Context: an optimization exercise on an open-source flow, tuned for small area, a short achievable clock period and few clock cycles per item. The choices shown serve that exercise and are no tape-out recipe. The RTL was checked by simulation tests, not by an equivalence proof against the original design. Power figures rest on the tool's default switching activity, not on a simulated workload.

**flow/flow/run.sh**
```bash
#!/bin/bash
# Own layout flow: the standard flow (standard.sh, which runs ORFS from
# the standard synthesis to the final layout), unchanged except that the
# timing repair after floorplan, CTS and global route aims for a setup slack
# of SETUP_SLACK_MARGIN ns instead of 0. The clock period, the SDC and every
# other setting are the design's and config.mk's.
set -euo pipefail
echo "export SETUP_SLACK_MARGIN = 10" >> config.mk
bash standard.sh > standard.log 2>&1
```
**flow/standard.sh**
```bash
#!/bin/bash
# synth_recipe.tcl (not shown) runs the flow's synth.tcl, then flattens the netlist and writes it again
# the make line also repeats each setting of config.mk as NAME=value (left out here)
make -C /OpenROAD-flow-scripts/flow DESIGN_CONFIG=/design/flow/config.mk WORK_HOME=/design/flow/orfs CLKGATE_MAP_FILE= SYNTH_SCRIPT=/design/flow/synth_recipe.tcl "${@:-finish}"
```
**flow/config.mk**
```make
export PLATFORM = sky130hd
export DESIGN_NAME = bse
export DESIGN_NICKNAME = bse
export VERILOG_FILES = /design/flow/design.v
export SDC_FILE = /design/flow/constraint.sdc
export NUM_CORES = 8
export LEC_CHECK = 0
export ABC_AREA = 1
export CAP_MARGIN = 20
export CORE_MARGIN = 2
export CORE_UTILIZATION = 50
export PLACE_DENSITY = 0.6
export SLEW_MARGIN = 20
export SETUP_SLACK_MARGIN = 10
```
**flow/constraint.sdc**
```tcl
create_clock -name core_clock -period 15.0 [get_ports {clk}]
set_input_delay 3.0000 -clock core_clock [delete_from_list [all_inputs] [get_ports {clk}]]
set_output_delay 3.0000 -clock core_clock [all_outputs]
set_load 0.01 [all_outputs]
```
**flow/design.v**
```verilog
module bse (
    input  wire        clk,
    input  wire        rst,
    input  wire        cmd_valid,
    output wire        cmd_ready,
    input  wire [31:0] cmd,
    input  wire [63:0] a0,
    input  wire [63:0] a1,
    input  wire [63:0] a2,
    input  wire [63:0] a3,
    output reg         done,
    output reg  [63:0] r0,
    output wire [63:0] r1,
    output reg  [2:0]  err,
    output reg  [6:0]  sticky
);
    localparam [7:0] OP_INIT   = 8'h01, OP_INITC  = 8'h02, OP_CLOSE  = 8'h03,
                     OP_STATUS = 8'h04, OP_GETPOS = 8'h10, OP_SETPOS = 8'h11,
                     OP_GETLEN = 8'h12, OP_GETL8  = 8'h13, OP_GETL16 = 8'h14,
                     OP_GETL32 = 8'h15, OP_GETL64 = 8'h16, OP_GETCAP = 8'h17,
                     OP_WR     = 8'h20, OP_WRR    = 8'h21, OP_RD     = 8'h22,
                     OP_RDR    = 8'h23, OP_WRA    = 8'h24, OP_RDA    = 8'h25,
                     OP_RDBYTE = 8'h26, OP_AND    = 8'h30, OP_OR     = 8'h31,
                     OP_XOR    = 8'h32, OP_NOT    = 8'h33, OP_SHL    = 8'h40,
                     OP_SHR    = 8'h41;
    localparam [2:0] V_X = 3'd0, V_NOT = 3'd1, V_AND = 3'd2, V_OR = 3'd3, V_XOR = 3'd4;
    wire [7:0] c_opc = cmd[7:0];
    wire [3:0] c_sd  = cmd[11:8];
    wire [3:0] c_sa  = cmd[15:12];
    wire [3:0] c_sb  = cmd[19:16];
    wire [2:0] c_wid = cmd[22:20];
    wire c_form_s   = (c_opc == OP_INIT) || (c_opc == OP_INITC) || (c_opc == OP_CLOSE) ||
                      (c_opc == OP_STATUS) || (c_opc == OP_RDBYTE) ||
                      ((c_opc >= OP_GETPOS) && (c_opc <= OP_GETCAP));
    wire c_form_sw  = (c_opc >= OP_WR) && (c_opc <= OP_RDA);
    wire c_form_dab = (c_opc == OP_AND) || (c_opc == OP_OR) || (c_opc == OP_XOR);
    wire c_form_da  = (c_opc == OP_NOT) || (c_opc == OP_SHL) || (c_opc == OP_SHR);
    wire c_legal = (c_form_s   && cmd[31:12] == 20'd0 && c_sd < 4) ||
                   (c_form_sw  && cmd[31:23] == 9'd0 && cmd[19:12] == 8'd0 &&
                    c_wid <= 3'd4 && c_sd < 4) ||
                   (c_form_dab && cmd[31:20] == 12'd0 && c_sd < 4 && c_sa < 4 && c_sb < 4) ||
                   (c_form_da  && cmd[31:16] == 16'd0 && c_sd < 4 && c_sa < 4);
    reg [6:0] c_w;
    always @(*) begin
        case (c_wid)
            3'd0:    c_w = 7'd1;
            3'd1:    c_w = 7'd8;
            3'd2:    c_w = 7'd16;
            3'd3:    c_w = 7'd32;
            default: c_w = 7'd64;
        endcase
    end
    wire        c_sub     = (c_opc == OP_WRR) || (c_opc == OP_RDR);
    wire        c_rdbyte  = (c_opc == OP_RDBYTE);
    wire [7:0]  c_bc      = {1'b0, a1[6:0]} + {1'b0, a2[6:0]};
    wire        c_rngbad  = a1[63] || a2[63] || (|a1[62:7]) || (|a2[62:7]) ||
                            (c_bc > {1'b0, c_w});
    wire        c_arrtmem = (|a0) || (|a1);
    wire        c_a0big   = |a0[62:9];
    wire        c_ndp     = (c_opc >= OP_WR && c_opc <= OP_RDR) || c_rdbyte ||
                            c_form_dab || c_form_da;
    wire [65:0] ax = {3'b000, a1[62:0]};
    wire [65:0] ay = {3'b111, ~a2[62:0]};
    wire [65:0] az = {3'b111, ~a3[62:0]};
    wire [65:0] cs = ax ^ ay ^ az;
    wire [65:0] cc = {(ax[64:0] & ay[64:0]) | (ax[64:0] & az[64:0]) | (ay[64:0] & az[64:0]), 1'b1};
    wire [63:0] g0 = (cs[63:0] & cc[63:0]) | 64'd1;      
    wire [63:0] p0 = cs[63:0] | cc[63:0];               
    reg  [3:0]  c_bg, c_bp;
    integer bi, bl, ti;
    reg  [15:0] tg, tp, ng, np;
    always @(*) begin
        for (bi = 0; bi < 4; bi = bi + 1) begin
            tg = g0[bi*16 +: 16];
            tp = p0[bi*16 +: 16];
            for (bl = 0; bl < 4; bl = bl + 1) begin
                ng = 16'd0; np = 16'd0;
                for (ti = 0; ti < 8; ti = ti + 1) begin
                    ng[ti] = tg[2*ti+1] | (tp[2*ti+1] & tg[2*ti]);
                    np[ti] = tp[2*ti+1] & tp[2*ti];
                end
                tg = ng; tp = np;
            end
            c_bg[bi] = tg[0];
            c_bp[bi] = tp[0];
        end
    end
    wire        c_g64 = cs[64] & cc[64];
    wire        c_p64 = cs[64] | cc[64];
    wire        c_p65 = cs[65] ^ cc[65];
    wire        c_aneg = a1[63] || a2[63] || a3[63];
    reg         i_v;
    reg         i_legal;
    reg  [7:0]  i_opc;
    reg  [1:0]  i_sd, i_sa, i_sb;
    reg  [63:0] i_a0;
    reg         i_a0neg, i_a0big;
    reg  [6:0]  i_b, i_c;
    reg         i_rngbad, i_arrtmem, i_aneg;
    reg  [3:0]  i_bg, i_bp;
    reg         i_g64, i_p64, i_p65;
    reg         i_build, i_ndp;
    reg         stall;               
    reg         rdy_q;               
    assign cmd_ready = rdy_q;
    always @(posedge clk) begin
        if (rst)
            i_v <= 1'b0;
        else if (!stall)
            i_v <= cmd_valid;
        if (!stall) begin
            i_legal   <= c_legal;
            i_opc     <= c_opc;
            i_sd      <= c_sd[1:0];
            i_sa      <= c_sa[1:0];
            i_sb      <= c_sb[1:0];
            i_a0      <= a0;
            i_a0neg   <= a0[63];
            i_a0big   <= c_a0big;
            i_b       <= c_sub ? a1[6:0] : 7'd0;
            i_c       <= c_sub ? a2[6:0] : c_rdbyte ? 7'd8 : c_w;
            i_rngbad  <= c_rngbad;
            i_arrtmem <= c_arrtmem;
            i_aneg    <= c_aneg;
            i_bg      <= c_bg;
            i_bp      <= c_bp;
            i_g64     <= c_g64;
            i_p64     <= c_p64;
            i_p65     <= c_p65;
            i_build   <= c_form_dab || c_form_da;
            i_ndp     <= c_ndp;
        end
    end
    reg  [3:0] open_q;
    reg  [3:0] nw_q  [0:3];
    reg  [8:0] len_q [0:3];
    reg  [8:0] pos_q [0:3];
    wire [7:0] opc = i_opc;
    wire [1:0] d   = i_sd;
    wire       go  = i_v && !stall;
    wire g0x = !opc[6] && !opc[5] && !opc[4];
    wire g1x = !opc[6] && !opc[5] &&  opc[4];
    wire g2x = !opc[6] &&  opc[5] && !opc[4];
    wire g3x =  opc[5] &&  opc[4];
    wire g4x =  opc[6];
    wire op_init   = g0x && !opc[2] && !opc[1];
    wire op_initc  = g0x && opc[1] && !opc[0];
    wire op_close  = g0x && opc[1] && opc[0];
    wire op_status = g0x && opc[2];
    wire op_getpos = g1x && opc[2:0] == 3'd0;
    wire op_setpos = g1x && opc[2:0] == 3'd1;
    wire op_getlen = g1x && opc[2:0] == 3'd2;
    wire op_getl8  = g1x && opc[2:0] == 3'd3;
    wire op_getl16 = g1x && opc[2:0] == 3'd4;
    wire op_getl32 = g1x && opc[2:0] == 3'd5;
    wire op_getl64 = g1x && opc[2:0] == 3'd6;
    wire op_getcap = g1x && opc[2:0] == 3'd7;
    wire op_wr     = g2x && !opc[2] && !opc[1];
    wire op_rd     = g2x && ((!opc[2] && opc[1]) || (opc[2] && opc[1]));
    wire op_sub    = g2x && !opc[2] && opc[0];
    wire op_arr    = g2x && opc[2] && !opc[1];
    wire op_rda    = g2x && opc[2] && !opc[1] && opc[0];
    wire op_rdbyte = g2x && opc[2] && opc[1];
    wire op_and    = g3x && opc[1:0] == 2'd0;
    wire op_or     = g3x && opc[1:0] == 2'd1;
    wire op_dab    = g3x && !(opc[1] && opc[0]);
    wire op_not    = g3x && opc[1] && opc[0];
    wire op_shl    = g4x && !opc[0];
    wire op_shr    = g4x && opc[0];
    wire op_da     = op_not || g4x;
    wire op_query  = op_status || (g1x && opc[2:0] != 3'd1);
    wire need_d    = (g0x && !op_init && !op_initc && !op_status) || g1x || g2x;
    wire need_a    = g3x || g4x;
    wire [3:0] dsel = 4'b0001 << d;
    wire [3:0] asel = 4'b0001 << i_sa;
    wire [3:0] bsl  = 4'b0001 << i_sb;
    wire [3:0]  s_capbad, s_short;
    wire [9:0]  s_wend  [0:3];
    wire [8:0]  s_avail [0:3];
    wire [10:0] s_st    [0:3];
    genvar gs;
    generate
        for (gs = 0; gs < 4; gs = gs + 1) begin : M
            wire [8:0]  p  = pos_q[gs];
            wire [3:0]  nw = nw_q[gs];
            wire [9:0]  we = {1'b0, p} + {3'd0, i_c};
            reg [3:0] lim;
            always @(*) begin
                case (nw)
                    4'd3:    lim = 4'd6;
                    4'd5:    lim = 4'd5;
                    4'd6:    lim = 4'd6;
                    4'd7:    lim = 4'd7;
                    default: lim = 4'd8;
                endcase
            end
            wire [10:0] room = {2'd0, lim, 5'd0} - {2'd0, p} - {4'd0, i_c};
            assign s_wend[gs]   = we;
            assign s_capbad[gs] = room[10];
            assign s_avail[gs]  = len_q[gs] - p;
            assign s_short[gs]  = ({2'b0, i_c} >= s_avail[gs]);
            assign s_st[gs]     = {2'b0, p} - {4'b0, i_b};
        end
    endgenerate
    wire [8:0]  P     = pos_q[d];
    wire [8:0]  L     = len_q[d];
    wire [3:0]  NW    = nw_q[d];
    wire [8:0]  LA    = len_q[i_sa];
    wire [8:0]  LB    = len_q[i_sb];
    wire [9:0]  wend  = s_wend[d];
    wire [9:0]  wlast = wend - 10'd1;
    wire        cap_bad = |(dsel & s_capbad);
    wire        nw_ok1 = ({1'b0, NW, 5'd0} >= wend);
    wire        nw_ok2 = ({1'b0, NW, 6'd0} >= {1'b0, wend});
    wire        nw_ok3 = ({1'b0, NW, 7'd0} >= {2'b0, wend});
    wire [3:0]  wr_nw = nw_ok1 ? NW : nw_ok2 ? {NW[2:0], 1'b0} : nw_ok3 ? {NW[1:0], 2'b0} :
                        {NW[0], 3'b0};
    wire [8:0]  avail = s_avail[d];
    wire        rd_short = |(dsel & s_short);
    wire [6:0]  rd_k  = rd_short ? avail[6:0] : i_c;
    wire [8:0]  rd_np = rd_short ? L : wend[8:0];
    wire [10:0] n_st  = s_st[d];
    wire [8:0] initc_sum = i_a0[8:0] + 9'd31;
    wire [3:0] initc_nw  = (i_a0[8:0] == 9'd0) ? 4'd1 : initc_sum[8:5];
    wire       initc_big = i_a0big || (i_a0[8:0] > 9'd256);
    wire setpos_bad = i_a0neg || i_a0big || (i_a0[8:0] > L);
    wire rng_bad    = i_rngbad;
    wire arr_c64    = i_bg[3] | (i_bp[3] & (i_bg[2] | (i_bp[2] & (i_bg[1] | (i_bp[1] & i_bg[0])))));
    wire arr_c65    = i_g64 | (i_p64 & arr_c64);
    wire arr_bad    = i_aneg || (i_p65 ^ arr_c65);
    wire open_d = |(dsel & open_q);
    wire open_a = |(asel & open_q);
    wire open_b = |(bsl & open_q);
    wire e1 = !i_legal;
    wire e2 = (need_d && !open_d) || (need_a && !open_a) || (op_dab && !open_b);
    wire e3 = (op_initc && i_a0neg) || (op_sub && rng_bad) || (op_arr && arr_bad) ||
              (op_dab && LA != LB) || (g4x && i_a0neg);
    wire e4 = op_setpos && setpos_bad;
    wire e5 = op_arr && i_arrtmem;
    wire e6 = (op_initc && initc_big) || (op_wr && cap_bad);
    wire ex_ok = !(e1 || e2 || e3 || e4 || e5 || e6);
    wire [2:0] ex_err = e1 ? 3'd1 : e2 ? 3'd2 : e3 ? 3'd3 : e4 ? 3'd4 : e5 ? 3'd5 :
                        e6 ? 3'd6 : 3'd0;
    wire ok = go && ex_ok;
    reg [9:0] ex_q;
    always @(*) begin
        ex_q = 10'd0;
        if (op_status) ex_q = open_d ? 10'd3 : 10'd0;
        if (op_getpos) ex_q = {1'b0, P};
        if (op_getlen) ex_q = {1'b0, L};
        if (op_getl8)  ex_q = ({1'b0, L} + 10'd7) >> 3;
        if (op_getl16) ex_q = ({1'b0, L} + 10'd15) >> 4;
        if (op_getl32) ex_q = ({1'b0, L} + 10'd31) >> 5;
        if (op_getl64) ex_q = ({1'b0, L} + 10'd63) >> 6;
        if (op_getcap) ex_q = {1'b0, NW, 5'd0};
    end
    reg         bact;                
    reg         b_last;              
    reg         b_bin, b_shl, b_shr;
    reg  [2:0]  b_op;
    reg  [1:0]  b_sa, b_sb, b_sd;
    reg  [10:0] b_off;               
    reg  [8:0]  b_len;
    reg  [3:0]  b_step;
    reg  [2:0]  b_np;
    wire        b_more = bact && !b_last;
    wire [8:0]  ncap   = initc_big ? 9'd256 : i_a0[8:0];
    wire        x_bin  = b_more ? b_bin : op_dab;
    wire        x_shl  = b_more ? b_shl : op_shl;
    wire        x_shr  = b_more ? b_shr : op_shr;
    wire [2:0]  x_op   = b_more ? b_op  : op_not ? V_NOT : op_da ? V_X :
                                          op_and ? V_AND : op_or ? V_OR : V_XOR;
    wire [1:0]  x_sa   = b_more ? b_sa  : i_sa;
    wire [1:0]  x_sb   = b_more ? b_sb  : i_sb;
    wire [1:0]  x_sd   = b_more ? b_sd  : d;
    wire [10:0] x_off  = b_more ? b_off : op_shl ? {2'b0, ncap} :
                                          op_shr ? (11'd0 - {2'b0, ncap}) : 11'd0;
    wire [8:0]  x_len  = b_more ? b_len : LA;
    wire [2:0]  np0    = LA[8:6] + {2'd0, LA[5:0] != 6'd0};
    wire [2:0]  x_np   = b_more ? b_np : np0;
    wire [3:0]  x_step = b_more ? b_step + 4'd1 : 4'd0;
    wire [3:0]  x_nst  = x_bin ? {x_np, 1'b0} : {1'b0, x_np};    
    wire        x_last = (x_step == x_nst - 4'd1);
    wire        x_run  = b_more || (ok && i_build && np0 != 3'd0);
    wire        x_rd   = x_bin && !x_step[0];       
    wire [1:0]  x_npm1 = x_np[1:0] - 2'd1;
    wire [1:0]  x_cr   = x_bin ? x_step[2:1] : x_shr ? x_npm1 - x_step[1:0] : x_step[1:0];
    wire        x_wr   = x_bin ? x_step[0] : 1'b1;
    wire [1:0]  x_cw   = x_cr;
    wire [10:0] x_st   = {3'd0, x_cr, 6'd0} + (x_bin ? 11'd0 : x_off);
    wire [1:0]  x_rs   = (x_bin && x_step[0]) ? x_sb : x_sa;
    wire [2:0]  x_vop  = x_op;
    wire [11:0] shl_hi_s = {3'b0, x_len} - {x_st[10], x_st};
    wire [6:0]  shl_hi   = shl_hi_s[11] ? 7'd0 : (shl_hi_s >= 12'd64) ? 7'd64 : shl_hi_s[6:0];
    wire [11:0] shr_lo_s = 12'd0 - {x_st[10], x_st};
    wire [6:0]  shr_lo   = shr_lo_s[11] ? 7'd0 : (shr_lo_s >= 12'd64) ? 7'd64 : shr_lo_s[6:0];
    wire n_iv    = stall ? i_v : cmd_valid;
    wire n_indp  = stall ? i_ndp : c_ndp;
    wire n_stall = !rst && n_iv && n_indp && x_run && !x_last;
    function [3:0] hkof;
        input [2:0] w0;
        begin
            hkof[0] = w0[2] ^ (w0[1:0] != 2'd0);
            hkof[1] = w0[2] ^ (w0[1:0] > 2'd1);
            hkof[2] = w0[2] ^ (w0[1:0] > 2'd2);
            hkof[3] = w0[2];
        end
    endfunction
    wire [2:0]  wf = P[7:5];
    wire [2:0]  wl = wlast[7:5];
    wire [7:0]  n_words = (8'hFF << wf) & ~(8'hFE << wl);
    wire        bsel    = b_more || i_build;
    wire [1:0]  u_rs    = bsel ? x_rs : d;
    wire [10:0] u_st    = bsel ? x_st : n_st;
    reg  [31:0] dc_bsel;             
    reg  [11:0] dc_rot;              
    reg  [4:0]  dc_sh;               
    reg  [6:0]  dc_rlo, dc_rk;       
    reg  [3:0]  dc_wsoh;             
    reg  [7:0]  dc_words;            
    reg  [11:0] dc_plc;              
    reg         dc_wrn;              
    reg  [3:0]  dc_mlo, dc_mhi;      
    reg  [4:0]  dc_plo, dc_phi;      
    reg  [63:0] dc_val;              
    reg         dc_bupd;             
    reg         dc_bld;              
    reg  [2:0]  dc_vop;
    wire [3:0]  u_hk  = hkof(u_st[7:5]);
    wire [3:0]  u_oh  = 4'b0001 << u_st[6:5];
    wire [3:0]  u_r0  = u_oh;
    wire [3:0]  u_r1  = {u_oh[2:0], u_oh[3]};
    wire [3:0]  u_r2  = {u_oh[1:0], u_oh[3:2]};
    wire [3:0]  u_rsoh = 4'b0001 << u_rs;
    reg  [31:0] u_bsel;
    reg  [11:0] n_plc;
    integer kk, mm;
    always @(*) begin
        for (kk = 0; kk < 4; kk = kk + 1) begin
            u_bsel[kk*8 +: 4]     = u_rsoh & {4{!u_hk[kk]}};
            u_bsel[kk*8 + 4 +: 4] = u_rsoh & {4{ u_hk[kk]}};
            for (mm = 0; mm < 3; mm = mm + 1)
                n_plc[kk*3 + mm] = (n_st[6:5] + mm[1:0] == kk[1:0]);
        end
    end
    wire [63:0] bd;
    always @(posedge clk) begin
        dc_bsel <= u_bsel;
        dc_rot  <= {u_r2, u_r1, u_r0};
        dc_sh   <= u_st[4:0];
        if (bsel) begin
            dc_rlo   <= x_shr ? shr_lo : 7'd0;
            dc_rk    <= x_shl ? shl_hi : x_shr ? 7'd64 - shr_lo : 7'd64;
            dc_wsoh  <= (x_run && x_wr) ? (4'b0001 << x_sd) : 4'd0;
            dc_words <= 8'b11 << {x_cw, 1'b0};
            dc_vop   <= x_vop;
        end else begin
            dc_rlo   <= i_b;
            dc_rk    <= rd_k;
            dc_wsoh  <= (ok && op_wr && i_c != 7'd0) ? dsel : 4'd0;
            dc_words <= n_words;
            dc_vop   <= V_X;
        end
        dc_plc  <= bsel ? 12'd0 : n_plc;
        dc_wrn  <= !bsel && op_wr;
        dc_mlo  <= bsel ? 4'd0 : 4'b0001 << wf[1:0];
        dc_mhi  <= bsel ? 4'd0 : 4'b0001 << wl[1:0];
        dc_bupd <= x_run && x_rd;
        dc_bld  <= bsel;
        dc_plo  <= P[4:0];
        dc_phi  <= wlast[4:0];
        dc_val  <= dc_bupd ? X : i_a0;
    end
    reg        da_v;
    reg  [2:0] da_err;
    reg        da_r0w, da_r0x, da_rdff;
    reg  [9:0] da_q;
    reg        da_r1w;
    reg  [6:0] da_r1;
    always @(posedge clk) begin
        da_v    <= go && !rst;
        da_err  <= ex_err;
        da_r0w  <= ok && (op_query || op_rd) && !rst;
        da_r0x  <= op_rd;
        da_rdff <= op_rdbyte && (rd_k == 7'd0);
        da_q    <= ex_q;
        da_r1w  <= ok && (op_rd || op_rda) && !rst;
        da_r1   <= op_rd ? rd_k : 7'd0;
    end
    integer k;
    always @(posedge clk) begin
        stall <= n_stall;
        rdy_q <= !n_stall;
        if (rst) begin
            open_q <= 4'hF;
            for (k = 0; k < 4; k = k + 1) begin
                nw_q[k]  <= 4'd1;
                len_q[k] <= 9'd0;
                pos_q[k] <= 9'd0;
            end
            bact   <= 1'b0;
        end else begin
            if (ok) begin
                if (op_init || op_initc) begin
                    open_q[d] <= 1'b1;
                    nw_q[d]   <= op_initc ? initc_nw : 4'd1;
                    len_q[d]  <= 9'd0;
                    pos_q[d]  <= 9'd0;
                end
                if (op_close)
                    open_q[d] <= 1'b0;
                if (op_setpos)
                    pos_q[d] <= i_a0[8:0];
                if (op_wr) begin
                    pos_q[d] <= wend[8:0];
                    if (wend[8:0] > L)
                        len_q[d] <= wend[8:0];
                    nw_q[d]  <= wr_nw;
                end
                if (op_rd)
                    pos_q[d] <= rd_np;
                if (op_dab || op_da) begin
                    open_q[d] <= 1'b1;
                    nw_q[d]   <= nw_q[i_sa];
                    len_q[d]  <= LA;
                    pos_q[d]  <= 9'd0;
                end
            end
            bact <= x_run;
        end
        b_last <= x_last;
        b_bin  <= x_bin;
        b_shl  <= x_shl;
        b_shr  <= x_shr;
        b_op   <= x_op;
        b_sa   <= x_sa;
        b_sb   <= x_sb;
        b_sd   <= x_sd;
        b_off  <= x_off;
        b_len  <= x_len;
        b_step <= x_step;
        b_np   <= x_np;
    end
    wire [127:0]  bus;
    wire [1023:0] mq;                
    genvar gj;
    generate
        for (gs = 0; gs < 4; gs = gs + 1) begin : S
            for (gj = 0; gj < 8; gj = gj + 1) begin : J
                reg [31:0] q;
                wire en = dc_wsoh[gs] && dc_words[gj];
                always @(posedge clk)
                    if (en)
                        q <= bus[(gj%4)*32 +: 32];
                assign mq[(gs*8+gj)*32 +: 32] = q;
            end
        end
    endgenerate
    wire [127:0] banks;
    genvar gk;
    generate
        for (gk = 0; gk < 4; gk = gk + 1) begin : B
            reg [31:0] acc;
            integer s, h;
            always @(*) begin
                acc = 32'd0;
                for (h = 0; h < 2; h = h + 1)
                    for (s = 0; s < 4; s = s + 1)
                        acc = acc | ({32{dc_bsel[gk*8 + h*4 + s]}} & mq[(s*8 + h*4 + gk)*32 +: 32]);
            end
            assign banks[gk*32 +: 32] = acc;
        end
    endgenerate
    function [63:0] therm;
        input [6:0] r;
        reg   [8:0] gt, eq;
        reg   [7:0] ge;
        integer j;
        begin
            for (j = 0; j < 9; j = j + 1) begin
                gt[j] = (j > r[6:3]);
                eq[j] = (j == r[6:3]);
            end
            for (j = 0; j < 8; j = j + 1)
                ge[j] = (j >= r[2:0]);
            for (j = 0; j < 64; j = j + 1)
                therm[j] = gt[j/8] | (eq[j/8] & ge[j%8]);
        end
    endfunction
    function [31:0] sel4;
        input [3:0]  oh;
        input [127:0] b;
        begin
            sel4 = ({32{oh[0]}} & b[31:0])  | ({32{oh[1]}} & b[63:32]) |
                   ({32{oh[2]}} & b[95:64]) | ({32{oh[3]}} & b[127:96]);
        end
    endfunction
    wire [95:0] win = {sel4(dc_rot[11:8], banks), sel4(dc_rot[7:4], banks),
                       sel4(dc_rot[3:0], banks)};
    wire [63:0] vrev;
    genvar gv;
    generate
        for (gv = 0; gv < 64; gv = gv + 1) begin : VR
            assign vrev[gv] = dc_val[63 - gv];
        end
    endgenerate
    wire [95:0] sin    = dc_wrn ? {vrev, 32'd0} : win;
    wire [95:0] win_sh = sin >> dc_sh;
    wire [6:0]  rhi    = dc_rlo + dc_rk;
    wire [63:0] rmask  = therm(dc_rlo) & ~therm(rhi);
    wire [63:0] X      = win_sh[63:0] & rmask;
    reg [63:0] bdr;
    always @(*) begin
        case (dc_vop)
            V_NOT:   bdr = ~X;
            V_AND:   bdr = dc_val & X;
            V_OR:    bdr = dc_val | X;
            V_XOR:   bdr = dc_val ^ X;
            default: bdr = X;
        endcase
    end
    assign bd = bdr;
    wire [95:0] y;
    generate
        for (gv = 0; gv < 96; gv = gv + 1) begin : YR
            assign y[gv] = win_sh[95 - gv];
        end
    endgenerate
    wire [31:0] tlo = ~32'd0 << dc_plo;
    wire [31:0] thi = ~(~32'd0 << dc_phi) | (32'd1 << dc_phi);
    generate
        for (gk = 0; gk < 4; gk = gk + 1) begin : K
            wire [31:0] yk = ({32{dc_plc[gk*3 + 0]}} & y[31:0]) |
                             ({32{dc_plc[gk*3 + 1]}} & y[63:32]) |
                             ({32{dc_plc[gk*3 + 2]}} & y[95:64]) |
                             ({32{dc_bld}} & bd[(gk%2)*32 +: 32]);
            wire [31:0] mk = (dc_mlo[gk] ? tlo : ~32'd0) & (dc_mhi[gk] ? thi : ~32'd0);
            assign bus[gk*32 +: 32] = (yk & mk) | (banks[gk*32 +: 32] & ~mk);
        end
    endgenerate
    reg [6:0] r1_q;
    assign r1 = {57'd0, r1_q};
    always @(posedge clk) begin
        if (rst) begin
            done   <= 1'b0;
            r0     <= 64'd0;
            r1_q   <= 7'd0;
            err    <= 3'd0;
            sticky <= 7'd0;
        end else begin
            done <= da_v;
            if (da_v) begin
                err <= da_err;
                if (da_err != 3'd0)
                    sticky[da_err] <= 1'b1;
            end
            if (da_r0w)
                r0 <= da_r0x ? (da_rdff ? 64'hFFFF_FFFF_FFFF_FFFF : X) : {54'd0, da_q};
            if (da_r1w)
                r1_q <= da_r1;
        end
    end
endmodule
```
==> run summary, run 1 <==
drt pass-1 iters=11; die width=approximately 420 um; routed length per instance=about 32 um; Lkg Pwr=~0.042 uW; chip height=422.8 um; Syn. warnings=1; Util after Layout=between 60% and 70%; crit path DAT=5.86 ns; gr ovfl total=0; vias in the first global route=just under 80000; Routed Antenna Nets=0; Die ar.=between 150000 and 200000 sq um; # Max-Cap Violations=0; critical path class=flop to flop; peak supply drop=100.0 uV; dpl cell area=slightly above 90000 sq um; first-pass GRT wire length=roughly 590000 um; Syn Area/Cell=8.446 sq um; # hold bufs at CTS=0; critical path startpoint=dc_rot[6]; Final HPWL DP=around 310000 um; fin crit period=between 5 and 6 ns; initial DRC count=around 14000; Worst Path Max Fanout=between 50 and 60; Crit. End Element=flop; Rows=153; Most Used Layer, Global Route=met2; final setup TNS=0 ns; Port Buffers=between 300 and 400; Cells after Synth=slightly above 10000; RSZ-0062 raised after global routing=true; initial core utilization=about half; met1 GRT Util=a little under three fifths; Worst setup endpoint=S[1].J[1].q[8]; largest net degree at the start of global routing=97; CTS sink cnt=1535; PD cells=roughly 160 nW/um^2; fillers=between 15000 and 20000; ys flop type=edfxtp_1; H-tree depth=4; outcome=no timing/DRC/antenna violations; Post-synth EDFFs=1215; CTS max path bufs=3; global routing usage on met2=between 60 and 70%; share of post-route cells with drive strength above 1=about an eighth; max frequency=189.7 MHz; clock buffer count from CTS=between 150 and 200; total track usage=between 40% and 50%; Async SR Flop Fraction=0%; number of I/O pins=around 430; DRC errors left=0; DR vias/cell=around 6.5; Post-Route Skew=0.1382 ns; Core Box Area=~170000 sq um; clk root buf=clkbuf_16; initial antenna violation count=29; Synth cell types=70; FF-to-FF Start=dc_rot[6]; Worst Reg2Reg Path Length in Cells=21; final hold vios=0; reg-to-reg setup timing slack=9.73 ns; WP data required=15.59 ns; hold_ws=~0.41 ns; # nets final=11470; class of the worst hold path=flop to flop; CTS tree=built; clk slew on worst S/H paths=~0.070 ns; GR Util met3=roughly 18%; Startpoint Class=flop; clk latency of the worst-skew pair=0.91 ns; RR Endpoint=S[1].J[1].q[8]; RD Place Congestion=approximately 1.2; Slew Limit Fails=0; Layout area overhead=19.18%; post-synthesis sequential area ratio=between 40% and 50%; Yosys reg bits=approximately 1500; Mapped Area=87700 sq um; fin crit share=around a third; Routed WL=429400 um; Final setup violation count=0; via count=85790; Final Total Pwr=around 16000 uW; Slew HR=14.85%; cell area after layout=~100000 sq um; Worst-Margin Slew=about 1.3 ns
-- cell families after synthesis --
kind of cell             count (synthesis)  synth area share, %
AND/OR/NAND/NOR                       4774                22.97
flip-flops                            1535                48.91
AO/OA/AOI/OAI                         1980                13.53
buffers and inverters                 1592                7.268
adder cells (fa/ha/maj)                397                6.280
multiplexers                             3              0.03424
XOR/XNOR                               101                1.009
other                                    1             0.004276
-- synthesized netlist by cell type (all sizes together), types with 14 or more instances --
cell	instances	area (sq um)
a211oi	34	255.2
a21oi	680	3403
a221oi	117	1025
a22o	89	779.5
a22oi	34	255.2
a311oi	20	175.2
a31oi	60	375.4
a41oi	24	210.2
and2	16	100.1
buf	236	1284
clkbuf	307	1152
dfxtp	320	6406
edfxtp	1215	36480
fa	72	1441
ha	325	4066
inv	1040	3904
nand2	2594	9797
nand3	971	4870
nand4	184	1166
nor2	825	3146
nor3	92	460.4
nor4	35	219.0
o2111ai	14	122.6
o211ai	52	390.4
o21a	27	202.7
o21ai	558	2800
o21bai	16	120.1
o221ai	20	175.2
o22ai	181	1132
or2	33	206.5
xnor2	30	262.8
xor2	71	621.9
-- placed cells by master (no fill, tap or decap), drive strengths merged, types with 181 or more instances in the layout --
master,count
nand2,2594
edfxtp,1215
inv,1048
nand3,971
nor2,825
a21oi,680
o21ai,558
clkdlybuf4s50,365
buf,350
ha,325
dfxtp,320
clkbuf,208
nand4,184
o22ai,181
-- routing by layer --
metal,wire length (um),vias up
met5,222,-
met3,60520,1665
met2,177800,6620
met4,40430,22
met1,150500,40930
li1,-,36550
-- sequential cells by signal, indices dropped and copies added (netlist names), 8 cells and up, named ones only --
register / cells
S.J.q: 1024
dc_val: 64
r0: 64
i_a0: 63
len_q: 36
pos_q: 36
dc_bsel: 32
nw_q: 16
b_off: 11
b_len: 9
da_q: 9
dc_words: 8
-- critical path: stages, from the launching register on --
cell	delay [ns]
dfxtp_4	0.67
buf_6	0.54
nand2_1	0.11
nand4_1	0.53
o21ai_1	0.14
inv_1	0.11
nand2_1	0.07
nand3_1	0.13
and2_1	0.18
nand2_1	0.10
nand3_1	0.20
nand3_1	0.23
o21ai_2	0.30
nand2_1	0.23
inv_1	0.15
ha_1	0.16
inv_1	0.04
o22ai_1	0.11
a311oi_1	0.06
nand2_1	0.14
nand2_2	0.19
a21oi_4	0.40
-- report_power, final --
part	switching [uW]	internal, uW	total [uW]
sequential	214	5180	5400
combinational	5130	1790	6920
clock	1760	2270	4020
total	7100	9240	16300
-- what timing repair did --
item / in CTS / in global routing
gates cloned: 1 / 1
setup buffers: 80 / 106
pin swaps: 64 / 144
setup endpoints to repair: 1226 / 1202
resized for setup: 460 / 405
-- stage by stage --
step,setup slack [ns],cells
after CTS,9.972,13130
after global routing,9.848,13240
after global placement,8.544,12760
after floorplan,10.01,10440
final,9.730,13250
after detailed placement,8.470,12760
-- area by class of cell --
cell class / instances / area [sq um] / area share (%)
tap: 2325 / 2909 / 2.783
inverter: 1049 / 3969 / 3.797
multi-input combinational: 7312 / 42100 / 40.28
timing repair buffer: 724 / 7177 / 6.867
clock buffer: 206 / 4258 / 4.074
antenna: 13 / 32.53 / 0.03112
clock inverter: 88 / 1090 / 1.043
sequential: 1535 / 42980 / 41.13
-- worst min path at each step --
| stage | from | to | slack, ns | cells past startpoint |
|---|---|---|---|---|
| global placement | i_a0[29] | dc_val[29] | 0.43 | 2 |
| detailed placement | i_a0[23] | dc_val[23] | 0.43 | 2 |
| finish | i_a0[56] | dc_val[56] | 0.41 | 2 |
| CTS | i_a0[56] | dc_val[56] | 0.43 | 2 |
| floorplan | b_off[7] | b_off[7] | 0.42 | 2 |
| global route | i_a0[53] | dc_val[53] | 0.46 | 2 |
Testbench counts, summed over its fixed seeds: cycles 33,253, cmds 32,000.
==> run 2: changes to the inputs <==
==> flow/flow/run.sh (replaced) <==
#!/bin/bash
# Own layout flow: the standard flow (standard.sh, which runs ORFS from
# the standard synthesis to the final layout), unchanged except that
#  - the timing repair after floorplan, CTS and global route aims for a setup
#    slack of SETUP_SLACK_MARGIN ns instead of 0, and
#  - clock tree synthesis inserts no dummy loads.
# The clock period, the SDC and every other setting are the design's and
# config.mk's.
set -euo pipefail
cat >> config.mk <<'CFG'
export SETUP_SLACK_MARGIN = 10
export CTS_ARGS = -sink_clustering_enable -repair_clock_nets -dont_use_dummy_load
CFG
bash standard.sh > standard.log 2>&1
--- a/flow/config.mk
+++ b/flow/config.mk
@@ -12,3 +12,4 @@
 export PLACE_DENSITY = 0.6
 export SLEW_MARGIN = 20
 export SETUP_SLACK_MARGIN = 10
+export CTS_ARGS = -sink_clustering_enable -repair_clock_nets -dont_use_dummy_load
==> run summary, run 2 <==
Port Buffers=roughly 370; die width=422.8 um; Syn. warnings=1; clk latency of the worst-skew pair=approximately 0.88 ns; CTS sink cnt=between 1500 and 2000; clock network power share=approximately a fifth; Rows=around 150; most common cell after layout, fill and taps aside=nand2_1; critical path's slowest cell=dfxtp_4; Int Power=slightly below 9000 uW; initial DRC count=roughly 14000; PD cells=around 150 nW/um^2; Util after Layout=59.32%; Routed Antenna Nets=0; largest net degree at the start of global routing=a little under 100; Syn Area/Cell=around 8.4 sq um; Core Box Area=roughly 170000 sq um; Crit. End Element=flop; first-pass GRT wire length=approximately 580000 um; Top Registers=S.J.q: 1024 flops, dc_val: 64 flops, r0: 64 flops; switching share of power=a little over two fifths; Seq pwr share=about 35%; Slew HR=between 3 and 4%; DR vias/cell=~6.5; Yosys reg bits=around 1500; share of the synthesized area in the top cell type=41.60%; Largest Register=S.J.q; class of the worst hold path=flop to flop; ys flop type=edfxtp_1; clk slew on worst S/H paths=0.06 ns; # Max-Cap Violations=0; fin crit period=5.207 ns; placed insts=approximately 13000; initial core utilization=just over 50%; vias in the first global route=~80000; Yosys top cell by area=edfxtp_1; fin crit share=between 30% and 40%; Async SR Flop Fraction=0%; gr ovfl total=0; Post-synth top cells=nand2_1, edfxtp_1, inv_1, nand3_1, nor2_1; outcome=no timing/DRC/antenna violations; critical path class=flop to flop; routed length per instance=32.58 um; most used cell, CP=nand2_1; clock buffer count from CTS=~160; peak supply drop=124.0 uV; fin cells=about 13000; most frequent cells in the layout=nand2_1, edfxtp_1, inv_1; H-tree depth=4; RSZ-0062 raised after global routing=true; CTS max path bufs=3; drt pass-1 iters=12; total track usage=between 40% and 50%; final setup TNS=0 ns; CTS tree=built; Critical Path Max Stage Delay=0.43 ns; WP data required=around 16 ns; DRC errors left=0; # nets final=around 11000; initial antenna violation count=27; Worst-Margin Slew=roughly 1.4 ns; Worst Setup Slack, final=between 9 and 10 ns; share of post-route cells with drive strength above 1=11.06%; max frequency=between 150 and 200 MHz; Crit path max-delay family=simple AND/OR/NAND/NOR gates; ranking of synthesized cells by area=edfxtp_1, nand2_1, dfxtp_1, nand3_1, ha_1; Slew Limit Fails=0; Lkg Pwr=slightly above 0.04 uW; Cells after Synth=just over 10000; Post-Place Worst Slack=between 8 and 9 ns; Startpoint Class=flop; Final HPWL DP=about 310000 um; crit path DAT=~5.7 ns; Mapped Area=roughly 88000 sq um; post-synthesis sequential area ratio=48.91%; Routed WL=~430000 um; Comb power frac=a little over two fifths; RD Place Congestion=approximately 1.2; final hold vios=0; Worst Path Max Fanout=18; chip height=422.8 um; clk root buf=clkbuf_16; Buf+Inv Stages, Crit Path=4; # hold bufs at CTS=0; count leader, synth=nand2_1; Synth cell types=70; Sw Pwr=slightly below 7000 uW; Die ar.=around 180000 sq um; Post-synth EDFFs=about 1200; number of I/O pins=about 430; via count=~86000; Post-Route Skew=roughly 0.13 ns; Final setup violation count=0; Layout area overhead=17.70%; max FFs per register=1024
-- run 2: cell counts after synthesis --
Identical to the previous run, type by type.
-- run 2: final cells by class --
class                   count  area [sq um]
fillers                 15120         70790
multi-input cells        7314         42110
clock buffers             158          3954
well taps                2325          2909
inverters                1049          3971
repair buffers            735          7259
flip-flops and latches   1535         42980
diodes                     16         40.04
-- run 2: path summary, 6_finish.rpt --
kind / startpoint / to / cells past startpoint / slack (ns)
max reg2reg: dc_bsel[7] / S[1].J[2].q[15] / 25 / 9.79
max: dc_bsel[7] / S[1].J[2].q[15] / 25 / 9.79
min: i_a0[53] / dc_val[53] / 2 / 0.43
min reg2reg: i_a0[53] / dc_val[53] / 2 / 0.43
-- run 2: stage by stage --
step	total power [uW]	hold WS, ns	instance area (sq um)
4_1_cts	14720	0.4228	100300
2_1_floorplan	8211	0.4214	87930
3_3_place_gp	10880	0.4327	93440
6_report	15630	0.4269	103200
5_1_grt	15840	0.4670	103200
3_5_place_dp	10950	0.4328	93460
-- run 2: cell families after synthesis --
kind of cell,Yosys count,synth area share (%)
flops,1535,48.91
buf+inv,1592,7.268
other cells,1,0.004276
compound gates,1980,13.53
fa+ha+maj,397,6.280
mux,3,0.03424
xor+xnor,101,1.009
simple gates,4774,22.97
-- run 2: power groups by stage --
stage | Combinational [uW] | Sequential (uW) | Clock [uW]
finish | 6880 | 5400 | 3350
global route | 6940 | 5390 | 3510
CTS | 5980 | 5390 | 3360
detailed placement | 5460 | 5490 | 0
global placement | 5390 | 5490 | 0
floorplan | 2900 | 5310 | 0
-- run 2: timing repair --
item                        CTS  global route
setup endpoints to repair  1227          1206
cloned                        2             4
pin swaps                    66           126
buffers inserted             82           114
gates resized for setup     463           398
-- run 2: tightest hold or removal path: cells and delay by family (launching register included) --
| family | cells | cell delay (ns) |
|---|---|---|
| compound gates | 1 | 0.06 |
| flops | 1 | 0.33 |
| simple gates | 1 | 0.06 |
-- run 2: routing by layer --
| metal | vias to the layer above | global-route usage, % | wire [um] |
|---|---|---|---|
| li1 | 36460 | - | - |
| met1 | 40950 | 56.02 | 149800 |
| met2 | 6525 | 66.56 | 177100 |
| met3 | 1674 | 18.03 | 60480 |
| met4 | 24 | 33.34 | 39980 |
| met5 | - | 0.9409 | 368 |
==> run 3: changes to the inputs <==
--- a/flow/design.v
+++ b/flow/design.v
@@ -346,7 +346,7 @@
     wire [63:0] bd;
     always @(posedge clk) begin
         dc_bsel <= u_bsel;
-        dc_rot  <= {u_r2, u_r1, u_r0};
+        dc_rot  <= (!bsel && op_wr) ? 12'd0 : {u_r2, u_r1, u_r0};
         dc_sh   <= u_st[4:0];
         if (bsel) begin
             dc_rlo   <= x_shr ? shr_lo : 7'd0;
@@ -504,22 +504,22 @@
             assign vrev[gv] = dc_val[63 - gv];
         end
     endgenerate
-    wire [95:0] sin    = dc_wrn ? {vrev, 32'd0} : win;
+    wire [95:0] sin    = win | ({96{dc_wrn}} & {vrev, 32'd0});
     wire [95:0] win_sh = sin >> dc_sh;
     wire [6:0]  rhi    = dc_rlo + dc_rk;
     wire [63:0] rmask  = therm(dc_rlo) & ~therm(rhi);
     wire [63:0] X      = win_sh[63:0] & rmask;
-    reg [63:0] bdr;
+    reg [63:0] bd1, bd0;
     always @(*) begin
         case (dc_vop)
-            V_NOT:   bdr = ~X;
-            V_AND:   bdr = dc_val & X;
-            V_OR:    bdr = dc_val | X;
-            V_XOR:   bdr = dc_val ^ X;
-            default: bdr = X;
+            V_NOT:   begin bd1 = 64'd0;   bd0 = ~64'd0;  end
+            V_AND:   begin bd1 = dc_val;  bd0 = 64'd0;   end
+            V_OR:    begin bd1 = ~64'd0;  bd0 = dc_val;  end
+            V_XOR:   begin bd1 = ~dc_val; bd0 = dc_val;  end
+            default: begin bd1 = ~64'd0;  bd0 = 64'd0;   end
         endcase
     end
-    assign bd = bdr;
+    assign bd = (X & bd1) | (~X & bd0);
     wire [95:0] y;
     generate
         for (gv = 0; gv < 96; gv = gv + 1) begin : YR
==> run summary, run 3 <==
outcome=no timing/DRC/antenna violations; routed length per instance=between 30 and 40 um; DR vias/cell=about 7; CTS tree=built; RSZ-0062 raised after global routing=true; hold_ws=0.4399 ns; ranking of synthesized cells by area=edfxtp_1, nand2_1, dfxtp_1, nand3_1, nor2_1; max FFs per register=roughly 1000; # Max-Cap Violations=0; Sw Pwr=about 7000 uW; Top Registers=S.J.q: 1024 flops, dc_val: 64 flops, r0: 64 flops; crit path DAT=between 6 and 7 ns; switching share of power=about 45%; Mapped Area=roughly 85000 sq um; clk latency of the worst-skew pair=between 0.8 and 0.9 ns; most frequent cells in the layout=nand2_1, edfxtp_1, nand3_1; Crit. End Element=flop; peak supply drop=around 130 uV; number of I/O pins=around 430; initial core utilization=50.32%; fin cells=roughly 13000; final hold vios=0; Async SR Flop Fraction=0%; Largest Register=S.J.q; CTS sink cnt=approximately 1500; clk root buf=clkbuf_16; via count=89280; drt pass-1 iters=21; placed insts=roughly 12000; Final HPWL DP=about 340000 um; Synth cell types=80; Layout area overhead=17.63%; Yosys top cell by area=edfxtp_1; Yosys reg bits=around 1500; H-tree depth=4; Post-Route Skew=around 0.13 ns; Cells after Synth=roughly 9900; Final setup violation count=0; ys flop type=edfxtp_1; CTS max path bufs=3; WP data required=15.57 ns; Comb power frac=about 44%; Routed WL=between 400000 and 500000 um; mux contribution to synthesized area=0.07051%; fillers=~14000; most common cell after layout, fill and taps aside=nand2_1; Lkg Pwr=0.04014 uW; vias in the first global route=slightly above 80000; Post-synth top cells=nand2_1, edfxtp_1, nand3_1, nor2_1, inv_1; max frequency=~170 MHz; share of the synthesized area in the top cell type=42.83%; DRC errors left=0; total track usage=52.96%; Post-synth EDFFs=~1200; final setup TNS=0 ns; Worst-Margin Slew=between 1 and 1.5 ns; adder-cell area share of the yosys netlist=4.571%; post-synthesis sequential area ratio=between 50% and 60%; Syn Area/Cell=8.574 sq um; Core Box Area=between 150000 and 200000 sq um; PD cells=roughly 150 nW/um^2; die width=~420 um; Syn. warnings=1; Port Buffers=~370; fin crit period=around 5.7 ns; fin crit share=a little under two fifths; class of the worst hold path=flop to flop; critical path class=flop to flop; count leader, synth=nand2_1; # nets final=about 11000; Routed Antenna Nets=0; initial antenna violation count=slightly below 60; Worst Path Max Fanout=32; chip height=416.7 um; Int Power=about 8500 uW; Rows=between 150 and 200; Synth Area in XOR/XNOR=1.028%; Startpoint Class=flop; initial DRC count=between 15000 and 20000; clock network power share=roughly 22%; first-pass GRT wire length=642300 um; clk slew on worst S/H paths=0.07 ns; Slew Limit Fails=0; share of post-route cells with drive strength above 1=11.12%; Seq pwr share=between 30 and 40%; clock buffer count from CTS=~150; Die ar.=around 170000 sq um; area fraction in compound gates after synthesis=13.45%; RD Place Congestion=1.169; Slew HR=13.89%; Util after Layout=between 50 and 60%; main combinational cell family by area after synthesis=simple AND/OR/NAND/NOR gates; simple-gate area share of the yosys netlist=24.08%; gr ovfl total=0; largest net degree at the start of global routing=just under 90
run 3: repair_timing:
item                                    in CTS  in global routing
endpoints found under the setup margin    1227               1241
gates cloned                                 8                  6
setup buffers                               75                 90
hold buffers                                 0                  0
pin swaps                                   59                 96
resized for setup                          321                329
run 3: logic make-up after synthesis:
| logic type | Yosys count |
|---|---|
| mux | 6 |
| simple gates | 4794 |
| other cells | 1 |
| buf+inv | 1372 |
| compound gates | 1858 |
| flops | 1535 |
| xor+xnor | 100 |
| fa+ha+maj | 268 |
run 3: cell type report:
| cell class | count | area, sq um | area share (%) |
|---|---|---|---|
| antenna | 54 | 135.1 | 0.1349 |
| tap | 2218 | 2775 | 2.770 |
| clock buffer | 154 | 3854 | 3.846 |
| inverter | 860 | 3269 | 3.263 |
| sequential | 1535 | 42930 | 42.85 |
| timing repair inverter | 1 | 5.005 | 0.004995 |
| multi-input combinational | 7092 | 39990 | 39.92 |
| timing repair buffer | 783 | 7229 | 7.216 |
run 3: path summary, 6_finish.rpt:
kind,start,endpoint,slack (ns),depth (start not counted)
hold reg to reg,i_a0[49],dc_val[49],0.44,2
hold / removal,i_a0[49],dc_val[49],0.44,2
setup reg to reg,dc_bsel[13],S[2].J[3].q[15],9.26,15
setup / recovery,dc_bsel[13],S[2].J[3].q[15],9.26,15
run 3: worst max-delay path, cell delays in order, from the launching register on:
cell and delay [ns]:
dfxtp_1 0.32, buf_4 0.28, nand2_1 0.18, nand4_1 0.19
nor2_2 0.36, inv_1 0.56, nand2_1 0.24, nand4_1 0.61
nand3_1 0.44, nand3_1 0.16, nand3_1 0.19, nand3_2 0.37
nand3_1 0.44, o211ai_1 0.15, buf_4 0.24, a21oi_4 0.63
run 3: routing by layer:
metal  part of all wire (%)  global-route usage (%)  wire length, um
met4                     11                   41.64            53590
met3                     16                   22.57            77900
met5                   0.14                   1.473              675
met1                     33                   62.23           158100
met2                     40                   75.82           193000
run 3: per-stage QoR:
stage	power, uW	setup slack [ns]	cell area, sq um
after floorplan	7941	9.770	85440
final	15500	9.261	100200
after global placement	10760	8.641	91590
after global routing	15420	9.518	100100
after CTS	14410	9.804	97640
after detailed placement	10840	8.490	91630
run 3: power groups by stage:
stage	logic (uW)	registers, uW	clock network [uW]
after CTS	5760	5300	3340
after detailed placement	5440	5400	0
after global routing	6600	5310	3500
after floorplan	2640	5300	0
final	6740	5320	3440
after global placement	5360	5400	0
Testbench counts of run 3, summed over its fixed seeds: cycles 33,253, cmds 32,000.
==> run 4: changes to the inputs <==
--- a/flow/design.v
+++ b/flow/design.v
@@ -52,9 +52,7 @@
     end
     wire        c_sub     = (c_opc == OP_WRR) || (c_opc == OP_RDR);
     wire        c_rdbyte  = (c_opc == OP_RDBYTE);
-    wire [7:0]  c_bc      = {1'b0, a1[6:0]} + {1'b0, a2[6:0]};
-    wire        c_rngbad  = a1[63] || a2[63] || (|a1[62:7]) || (|a2[62:7]) ||
-                            (c_bc > {1'b0, c_w});
+    wire        c_rngflag = a1[63] || a2[63] || (|a1[62:7]) || (|a2[62:7]);
     wire        c_arrtmem = (|a0) || (|a1);
     wire        c_a0big   = |a0[62:9];
     wire        c_ndp     = (c_opc >= OP_WR && c_opc <= OP_RDR) || c_rdbyte ||
@@ -96,7 +94,8 @@
     reg  [63:0] i_a0;
     reg         i_a0neg, i_a0big;
     reg  [6:0]  i_b, i_c;
-    reg         i_rngbad, i_arrtmem, i_aneg;
+    reg  [2:0]  i_wid;
+    reg         i_rngflag, i_arrtmem, i_aneg;
     reg  [3:0]  i_bg, i_bp;
     reg         i_g64, i_p64, i_p65;
     reg         i_build, i_ndp;
@@ -119,7 +118,8 @@
             i_a0big   <= c_a0big;
             i_b       <= c_sub ? a1[6:0] : 7'd0;
             i_c       <= c_sub ? a2[6:0] : c_rdbyte ? 7'd8 : c_w;
-            i_rngbad  <= c_rngbad;
+            i_wid     <= c_wid;
+            i_rngflag <= c_rngflag;
             i_arrtmem <= c_arrtmem;
             i_aneg    <= c_aneg;
             i_bg      <= c_bg;
@@ -210,9 +210,10 @@
     wire [9:0]  wend  = s_wend[d];
     wire [9:0]  wlast = wend - 10'd1;
     wire        cap_bad = |(dsel & s_capbad);
-    wire        nw_ok1 = ({1'b0, NW, 5'd0} >= wend);
-    wire        nw_ok2 = ({1'b0, NW, 6'd0} >= {1'b0, wend});
-    wire        nw_ok3 = ({1'b0, NW, 7'd0} >= {2'b0, wend});
+    wire [4:0]  need   = wend[9:5] + {4'd0, wend[4:0] != 5'd0};
+    wire        nw_ok1 = ({1'b0, NW} >= need);
+    wire        nw_ok2 = ({NW, 1'b0} >= need);
+    wire        nw_ok3 = ({NW[3:0], 2'b0} >= {1'b0, need}) || NW[3];
     wire [3:0]  wr_nw = nw_ok1 ? NW : nw_ok2 ? {NW[2:0], 1'b0} : nw_ok3 ? {NW[1:0], 2'b0} :
                         {NW[0], 3'b0};
     wire [8:0]  avail = s_avail[d];
@@ -224,7 +225,17 @@
     wire [3:0] initc_nw  = (i_a0[8:0] == 9'd0) ? 4'd1 : initc_sum[8:5];
     wire       initc_big = i_a0big || (i_a0[8:0] > 9'd256);
     wire setpos_bad = i_a0neg || i_a0big || (i_a0[8:0] > L);
-    wire rng_bad    = i_rngbad;
+    reg  [6:0] ex_w;
+    always @(*) begin
+        case (i_wid)
+            3'd0:    ex_w = 7'd1;
+            3'd1:    ex_w = 7'd8;
+            3'd2:    ex_w = 7'd16;
+            3'd3:    ex_w = 7'd32;
+            default: ex_w = 7'd64;
+        endcase
+    end
+    wire rng_bad    = i_rngflag || ({1'b0, i_b} + {1'b0, i_c} > {1'b0, ex_w});
     wire arr_c64    = i_bg[3] | (i_bp[3] & (i_bg[2] | (i_bp[2] & (i_bg[1] | (i_bp[1] & i_bg[0])))));
     wire arr_c65    = i_g64 | (i_p64 & arr_c64);
     wire arr_bad    = i_aneg || (i_p65 ^ arr_c65);
@@ -260,7 +271,7 @@
     reg  [2:0]  b_op;
     reg  [1:0]  b_sa, b_sb, b_sd;
     reg  [10:0] b_off;               
-    reg  [8:0]  b_len;
+    reg  [9:0]  b_e;                 
     reg  [3:0]  b_step;
     reg  [2:0]  b_np;
     wire        b_more = bact && !b_last;
@@ -275,7 +286,8 @@
     wire [1:0]  x_sd   = b_more ? b_sd  : d;
     wire [10:0] x_off  = b_more ? b_off : op_shl ? {2'b0, ncap} :
                                           op_shr ? (11'd0 - {2'b0, ncap}) : 11'd0;
-    wire [8:0]  x_len  = b_more ? b_len : LA;
+    wire [9:0]  e0     = op_shl ? {1'b0, LA} - {1'b0, ncap} : {1'b0, ncap};
+    wire [9:0]  x_e    = b_more ? b_e : e0;
     wire [2:0]  np0    = LA[8:6] + {2'd0, LA[5:0] != 6'd0};
     wire [2:0]  x_np   = b_more ? b_np : np0;
     wire [3:0]  x_step = b_more ? b_step + 4'd1 : 4'd0;
@@ -290,10 +302,8 @@
     wire [10:0] x_st   = {3'd0, x_cr, 6'd0} + (x_bin ? 11'd0 : x_off);
     wire [1:0]  x_rs   = (x_bin && x_step[0]) ? x_sb : x_sa;
     wire [2:0]  x_vop  = x_op;
-    wire [11:0] shl_hi_s = {3'b0, x_len} - {x_st[10], x_st};
-    wire [6:0]  shl_hi   = shl_hi_s[11] ? 7'd0 : (shl_hi_s >= 12'd64) ? 7'd64 : shl_hi_s[6:0];
-    wire [11:0] shr_lo_s = 12'd0 - {x_st[10], x_st};
-    wire [6:0]  shr_lo   = shr_lo_s[11] ? 7'd0 : (shr_lo_s >= 12'd64) ? 7'd64 : shr_lo_s[6:0];
+    wire [3:0]  x_th   = x_e[9:6] - {2'd0, x_cr};
+    wire [6:0]  x_tc   = x_th[3] ? 7'd0 : (x_th[2:0] != 3'd0) ? 7'd64 : {1'b0, x_e[5:0]};
     wire n_iv    = stall ? i_v : cmd_valid;
     wire n_indp  = stall ? i_ndp : c_ndp;
     wire n_stall = !rst && n_iv && n_indp && x_run && !x_last;
@@ -316,6 +326,7 @@
     reg  [11:0] dc_rot;              
     reg  [4:0]  dc_sh;               
     reg  [6:0]  dc_rlo, dc_rk;       
+    reg         dc_rfull;
     reg  [3:0]  dc_wsoh;             
     reg  [7:0]  dc_words;            
     reg  [11:0] dc_plc;              
@@ -349,14 +360,16 @@
         dc_rot  <= (!bsel && op_wr) ? 12'd0 : {u_r2, u_r1, u_r0};
         dc_sh   <= u_st[4:0];
         if (bsel) begin
-            dc_rlo   <= x_shr ? shr_lo : 7'd0;
-            dc_rk    <= x_shl ? shl_hi : x_shr ? 7'd64 - shr_lo : 7'd64;
+            dc_rlo   <= x_shr ? x_tc : 7'd0;
+            dc_rk    <= x_tc;
+            dc_rfull <= !x_shl;
             dc_wsoh  <= (x_run && x_wr) ? (4'b0001 << x_sd) : 4'd0;
             dc_words <= 8'b11 << {x_cw, 1'b0};
             dc_vop   <= x_vop;
         end else begin
             dc_rlo   <= i_b;
             dc_rk    <= rd_k;
+            dc_rfull <= 1'b0;
             dc_wsoh  <= (ok && op_wr && i_c != 7'd0) ? dsel : 4'd0;
             dc_words <= n_words;
             dc_vop   <= V_X;
@@ -413,7 +426,7 @@
                     pos_q[d] <= i_a0[8:0];
                 if (op_wr) begin
                     pos_q[d] <= wend[8:0];
-                    if (wend[8:0] > L)
+                    if (rd_short)                
                         len_q[d] <= wend[8:0];
                     nw_q[d]  <= wr_nw;
                 end
@@ -437,7 +450,7 @@
         b_sb   <= x_sb;
         b_sd   <= x_sd;
         b_off  <= x_off;
-        b_len  <= x_len;
+        b_e    <= x_e;
         b_step <= x_step;
         b_np   <= x_np;
     end
@@ -506,7 +519,7 @@
     endgenerate
     wire [95:0] sin    = win | ({96{dc_wrn}} & {vrev, 32'd0});
     wire [95:0] win_sh = sin >> dc_sh;
-    wire [6:0]  rhi    = dc_rlo + dc_rk;
+    wire [6:0]  rhi    = dc_rfull ? 7'd64 : dc_rlo + dc_rk;
     wire [63:0] rmask  = therm(dc_rlo) & ~therm(rhi);
     wire [63:0] X      = win_sh[63:0] & rmask;
     reg [63:0] bd1, bd0;
==> run summary, run 4 <==
Seq pwr share=between 30% and 40%; H-tree depth=4; count leader, synth=nand2_1; most common cell after layout, fill and taps aside=nand2_1; peak supply drop=124.8 uV; Worst Path Max Fanout=32; placed insts=approximately 14000; Core Box Area=between 150000 and 200000 sq um; Lkg Pwr=~0.042 uW; Async SR Flop Fraction=0%; Routed WL=approximately 500000 um; Final HPWL DP=between 300000 and 400000 um; share of post-route cells with drive strength above 1=~7.3%; fillers=roughly 15000; max FFs per register=1024; fin cells=approximately 14000; initial core utilization=approximately half; fin crit period=5.335 ns; RD Place Congestion=1.204; Yosys top cell by area=edfxtp_1; RSZ-0062 raised after global routing=true; Cells after Synth=about 11000; DRC errors left=0; Slew Limit Fails=0; largest net degree at the start of global routing=approximately 110; crit path DAT=between 5 and 6 ns; vias in the first global route=85540; Post-Place Worst Slack=9.092 ns; cell area after layout=100200 sq um; Post-Route Skew=~0.15 ns; Sw Pwr=7053 uW; Syn Area/Cell=a little under 8 sq um; clock buffer count from CTS=between 150 and 200; Worst Setup Slack, final=slightly below 10 ns; chip height=~420 um; Port Buffers=373; CTS max path bufs=3; Layout area overhead=14.56%; Slew HR=11.84%; via count=roughly 90000; Top Registers=S.J.q: 1024 flops, dc_val: 64 flops, r0: 64 flops; # nets final=approximately 12000; Syn. warnings=1; gr ovfl total=0; initial DRC count=17160; Final setup violation count=0; Mapped Area=87490 sq um; ys flop type=edfxtp_1; ranking of synthesized cells by area=edfxtp_1, nand2_1, nand3_1, dfxtp_1, nor2_1; post-synthesis sequential area ratio=about half; class of the worst hold path=flop to flop; hold_ws=approximately 0.40 ns; critical path class=flop to flop; Routed Antenna Nets=0; total track usage=between 50% and 60%; DR vias/cell=6.725; # hold bufs at CTS=0; dpl cell area=about 94000 sq um; Post-synth EDFFs=1218; # Max-Cap Violations=0; Rows=approximately 150; CTS sink cnt=approximately 1500; final setup TNS=0 ns; Largest Register=S.J.q; critical path's slowest cell=a21oi_4; switching share of power=roughly 46%; CTS tree=built; drt pass-1 iters=17; PD cells=about 150 nW/um^2; clk latency of the worst-skew pair=around 0.91 ns; Post-synth top cells=nand2_1, nand3_1, edfxtp_1, nor2_1, inv_1; clk root buf=clkbuf_16; clk slew on worst S/H paths=0.06 ns; Yosys reg bits=1537; most used cell, CP=nand2_1; outcome=no timing/DRC/antenna violations; final hold vios=0; most frequent cells in the layout=nand2_1, nand3_1, edfxtp_1; Startpoint Class=flop; clock network power share=a little over a fifth; Synth cell types=67; first-pass GRT wire length=~670000 um; Comb power frac=43.4%; Critical Path Max Stage Delay=about 0.6 ns; Die ar.=178300 sq um; routed length per instance=36.18 um; Int Power=about 8400 uW; die width=~420 um; fin crit share=a little over a third; max frequency=between 150 and 200 MHz; Crit. End Element=flop; number of I/O pins=roughly 430; crit-path cells=buf_4 -> nand2_1 -> nand2_1 -> nor2_1 -> nand2_1 -> nand2_1 -> nand2_1 -> nor2_1 -> nand2_1 -> nand3_1 -> nand3_1 -> nand3_1 -> nand3_1 -> nand4_1 -> nand3_1 -> a21oi_4; Worst-Margin Slew=1.314 ns; WP data required=15.61 ns; initial antenna violation count=47; share of the synthesized area in the top cell type=about two fifths
run 4: changes by cell type after synthesis, moves of 25 or more:
cell	change
a211o_1	-32
a21oi_1	+99
a221oi_1	-114
a22o_1	-74
a22oi_1	-31
nand2_1	+1048
nand3_1	+467
nand3b_1	+25
nand4_1	-28
nor2_1	+298
nor3_1	-75
o211ai_1	-36
o21ai_0	-141
o22ai_1	-43
run 4: worst max-delay path: cells and delay by family (launching register included):
kind	cells	cell delay, ns
AO/OA/AOI/OAI	1	0.59
buffers and inverters	1	0.29
flip-flops	1	0.30
AND/OR/NAND/NOR	14	3.81
run 4: repair_timing:
action                     CTS  global route
setup endpoints to repair  755          1189
gates cloned                 0             3
setup buffers               20            47
resized for setup          144           261
pin swaps                    3            29
run 4: path summary, 6_finish.rpt:
kind | start | endpoint | slack, ns | depth (start not counted)
max | dc_bsel[20] | S[1].J[4].q[3] | 9.66 | 16
min | i_a0[18] | dc_val[18] | 0.40 | 2
max reg2reg | dc_bsel[20] | S[1].J[4].q[3] | 9.66 | 16
min reg2reg | i_a0[18] | dc_val[18] | 0.40 | 2
run 4: stage by stage:
| stage | utilization, % | total power (uW) |
|---|---|---|
| after CTS | 56.66 | 14530 |
| after global routing | 57.62 | 15370 |
| after detailed placement | 54.00 | 11150 |
| after floorplan | - | 8031 |
| after global placement | 53.97 | 11090 |
| final | 57.66 | 15410 |
run 4: power by group through the flow:
stage	registers [uW]	clock network (uW)	logic, uW
after floorplan	5310	0	2720
after global placement	5410	0	5670
after detailed placement	5420	0	5730
after CTS	5320	3350	5860
after global routing	5320	3490	6560
final	5330	3400	6680
run 4: routing by layer:
metal	GRT usage, %	up-vias	part of all wire [%]
met5	1.505	-	0.17
met4	43.84	42	11
met3	24.58	2350	16
met2	76.03	8843	40
met1	62.92	43630	33
li1	-	37870	-
run 4: logic make-up (layout without fill, tap and decap cells):
group,count (synthesis),count (layout),synth area share (%)
xor+xnor,78,78,0.7809
flops,1537,1537,49.11
buf+inv,1375,1670,6.260
fa+ha+maj,253,253,4.227
simple gates,6467,6469,30.85
mux,1,1,0.01144
compound gates,1367,1367,8.757
other cells,1,89,0.004286
run 4: layout make-up:
class	instances	area, sq um	area share, %
sequential	1537	43010	42.91
multi-input combinational	8225	40960	40.87
timing repair buffer	665	6130	6.116
clock buffer	157	3929	3.920
inverter	848	3211	3.203
tap	2325	2909	2.903
antenna	32	80.08	0.07990
Testbench counts of run 4, summed over its fixed seeds: cycles 33,253, cmds 32,000.

## what the ideal ports hide
The results above use ideal ports. As a check the final layouts listed here were re-extracted and re-timed, cells and wires unchanged. Step 1 sets driving cells, clkbuf_16 on the clock port and buf_2 on the other inputs (assumed; they add their load-dependent delay and slew). Step 2, shift: input delay + t, output delay - t, t = (earliest + latest rising clock arrival at the registers) / 2. This alone moves slack from input paths to output paths. Three values: no drivers, after step 1, after step 2; two values: the first two.
| run | shift t [ns] | slack for setup (ns) | worst data-port slew with drivers (ns) |
|---|---|---|---|
| run 1 | 0.916 | 9.730 / 9.730 / 9.224 | 0.08 |
| run 2 | 0.886 | 9.793 / 9.793 / 9.280 | 0.09 |
| run 3 | 0.904 | 9.261 / 9.261 / 9.170 | 0.17 |
| run 4 | 0.914 | 9.665 / 9.665 / 9.264 | 0.12 |
After both steps setup and hold are still met in every run listed. The setup slack of run 2, which loses most, moves by 0.000 ns with the drivers and by -0.513 ns with both steps.
